What follows belongs to an exercise in optimizing a design on an open flow for small area and few clock cycles; a production flow would make more cautious choices. Function was checked by simulation only, so behaviour that the tests miss may differ from the original. Power figures rest on the tool's default switching activity, not on a simulated workload.

Design geq_encoder, start of the top module:
module geq_encoder (
    input  wire         clk,
    input  wire         rst,               
    input  wire         in_valid,
    output wire         in_ready,
    input  wire [7:0]   in_board_id,
    input  wire [7:0]   in_frame_seq,
    input  wire [7:0]   in_brightness,
    input  wire [423:0] in_bars,           
    input  wire         in_scope_en,
    input  wire [423:0] in_scope,          
    input  wire         in_vu_en,
    input  wire [31:0]  in_vu,             
    output wire         out_valid,
    input  wire         out_ready,
    output reg  [7:0]   out_byte,
    output wire         out_last
);
Size: ~1,900 cells after synthesis, ~490 flip-flops, roughly 920 I/O pins, about 23,000 µm² of cells after synthesis.
export LEC_CHECK = 0
export CAP_MARGIN = 20
export CORE_AREA = 5 5 325 325
export DIE_AREA = 0 0 330 330
export SLEW_MARGIN = 20
create_clock -name core_clock -period 10.0 [get_ports {clk}]
standard.sh (not shown) runs the stock make flow with config.mk's settings and CLKGATE_MAP_FILE= SYNTH_SCRIPT=/design/flow/synth_recipe.tcl, a recipe that flattens the netlist after the stock synthesis.
==> flow/flow/run.sh <==
#!/bin/bash
# The standard layout, with each port buffered by the smallest buffer
# (sky130_fd_sc_hd__buf_1) instead of the cell buffer_ports picks by itself.
set -euo pipefail
cd "$(dirname "$0")/.."
export BUFFER_PORTS_ARGS="-buffer_cell sky130_fd_sc_hd__buf_1"
bash standard.sh finish > standard.log 2>&1
The first run passed the timing, DRC and antenna checks.
Testbench counts at the start, summed over its fixed seeds: cycles 139,208.
Next try:
==> flow/run.sh (new file) <==
#!/bin/bash
# synth_recipe.tcl (not shown) runs the flow's synth.tcl, then flattens the netlist and writes it again
# the make line also repeats each setting of config.mk as NAME=value (left out here)
make -C /OpenROAD-flow-scripts/flow DESIGN_CONFIG=/design/flow/config.mk WORK_HOME=/design/flow/orfs CLKGATE_MAP_FILE= SYNTH_SCRIPT=/design/flow/synth_recipe.tcl finish
CORE_AREA = default   (was 5 5 325 325)
CORE_MARGIN = 2   (was default)
CORE_UTILIZATION = 40   (was default)
DIE_AREA = default   (was 0 0 330 330)
removed: flow/flow/run.sh
removed: flow/standard.sh
- This time the run failed in 3_2_place_iop, error PPL-0024
- synthesized area is unchanged
- synthesized cell count is unchanged
Next try:
CORE_AREA = 5 5 325 325   (was default)
CORE_MARGIN = default   (was 2)
CORE_UTILIZATION = default   (was 40)
DIE_AREA = 0 0 330 330   (was default)
=>
- Now the flow finished clean
- synthesized cell count does not change
- area after synthesis does not change

Setup of run A:
Another version of the RTL of geq_encoder (not shown whole).
Size: ~1800 cells after synthesis, about 920 I/O pins, roughly 19000 sq um of cells after synthesis.
## geq_encoder
module geq_encoder (
    input  wire         clk,
    input  wire         rst,               
    input  wire         in_valid,
    output wire         in_ready,
    input  wire [7:0]   in_board_id,
    input  wire [7:0]   in_frame_seq,
    input  wire [7:0]   in_brightness,
    input  wire [423:0] in_bars,           
    input  wire         in_scope_en,
    input  wire [423:0] in_scope,          
    input  wire         in_vu_en,
    input  wire [31:0]  in_vu,             
    output wire         out_valid,
    input  wire         out_ready,
    output reg  [7:0]   out_byte,
    output wire         out_last
);
export LEC_CHECK = 0
export CAP_MARGIN = 20
export CORE_AREA = 5 5 325 325
export DIE_AREA = 0 0 330 330
export SLEW_MARGIN = 20
export SYNTH_HIERARCHICAL = 1
create_clock -name core_clock -period 10.0 [get_ports {clk}]
==> flow/flow/run.sh <==
#!/bin/bash
# The standard layout, with each port buffered by the smallest buffer
# (sky130_fd_sc_hd__buf_1) instead of the cell buffer_ports picks by itself,
# and a clock tree of small clock buffers without dummy loads.
set -euo pipefail
cd "$(dirname "$0")/.."
export BUFFER_PORTS_ARGS="-buffer_cell sky130_fd_sc_hd__buf_1"
export CTS_ARGS="-sink_clustering_enable -repair_clock_nets -buf_list sky130_fd_sc_hd__clkbuf_4 -root_buf sky130_fd_sc_hd__clkbuf_8 -sink_clustering_size 9 -sink_clustering_max_diameter 60 -dont_use_dummy_load"
bash standard.sh finish > standard.log 2>&1
Run A completed; timing, DRC and antenna clean
Testbench counts of run A, summed over its fixed seeds: cycles 139,208.
[inputs] run B vs run A
-- flow/config.mk --
<<< run A, line 10
export DIE_AREA = 0 0 330 330
export SLEW_MARGIN = 20
>>> run B, line 10
export DIE_AREA = 0 0 330 330
export PLACE_DENSITY = 0.85
export SLEW_MARGIN = 20
### Flow results
- Run B finished every step from synthesis to the final layout, and the layout passed the timing, DRC and antenna checks.
- For number of placed instances, taps included, run A and run B come out practically identical.
- In run B, the post-placement worst setup slack came out 0.012 ns above the value in run A.
- | power in combinational cells | run B vs run A | about 0.8% lower |
- The final clock period utilization by the worst path was comparable across run B and run A.
- Run B against run A: detailed route wirelength on metal3 went up by about 30%; largest net degree at the start of global routing went down by 22; number of unique standard cell types used by synthesis was more or less identical; leakage power of the design was more or less identical; area of all placed cells without fillers was more or less identical.
- Lower count of cell instances traversed by the critical path goes to run B over run A.
- Maximum level of the CTS H-tree: run B vs run A identical
Here is what was changed in the inputs of run C compared with run B.
==> flow/flow/run.sh <==
#!/bin/bash
# The standard layout, with each port buffered by the smallest buffer
# (sky130_fd_sc_hd__buf_1) instead of the cell buffer_ports picks by itself,
# and a clock tree of small clock buffers without dummy loads.
set -euo pipefail
cd "$(dirname "$0")/.."
export BUFFER_PORTS_ARGS="-buffer_cell sky130_fd_sc_hd__buf_1"
export CTS_ARGS="-sink_clustering_enable -repair_clock_nets -buf_list sky130_fd_sc_hd__clkbuf_4 -root_buf sky130_fd_sc_hd__clkbuf_8 -dont_use_dummy_load"
bash standard.sh finish > standard.log 2>&1
-- flow/config.mk --
<<< run B, line 10
export DIE_AREA = 0 0 330 330
export PLACE_DENSITY = 0.85
export SLEW_MARGIN = 20
>>> run C, line 10
export DIE_AREA = 0 0 330 330
export SLEW_MARGIN = 20
Findings:
- Measured against each other, run B and run C differ in count of fill cells added during filler insertion, the lower figure coming from run B.
- Number of buffers and inverters on the critical path: run C vs run B up 2
- Run C vs run B: area of all placed cells without fillers up slightly
- Diff run B -> run C: shortest clock period the worst path allows after layout now sits higher; net switching share of the total power essentially unchanged; clock-buffer cell count went up; largest fanout of any net on the critical path moved down.
- Comparing register share of the cell area for run B and run C, the bigger number came from run B.

[static timing again, ports no longer ideal]
Ports are ideal in the flow. The routed layouts listed here were re-timed in OpenROAD.
Step 1: set_driving_cell puts a clkbuf_16 on clk and a buf_2 on each other input, an assumption about the parent block.
Step 2 moves the port delays by t, midway between the first and last clock arrival at a register: inputs arrive t later, outputs are due t later. That takes back most of the time a late clock gives input paths.
Three values: no drivers, after step 1, after step 2; two values: the first two.
| run | shift t [ns] | setup WS [ns] | worst slew at a driven data input, ns |
|---|---|---|---|
| the first run of note 1 | 0.689 | 1.179 / 1.119 / 1.808 | 0.19 |
| the third run of note 1 | 0.712 | 0.802 / 0.737 / 1.449 | 0.22 |
| run A | 0.724 | 2.326 / 2.261 / 2.985 | 0.26 |
| run B | 0.704 | 2.319 / 2.251 / 2.955 | 0.22 |
| run C | 0.831 | 2.147 / 2.081 / 2.912 | 0.25 |
After both steps every run listed still meets setup and hold.
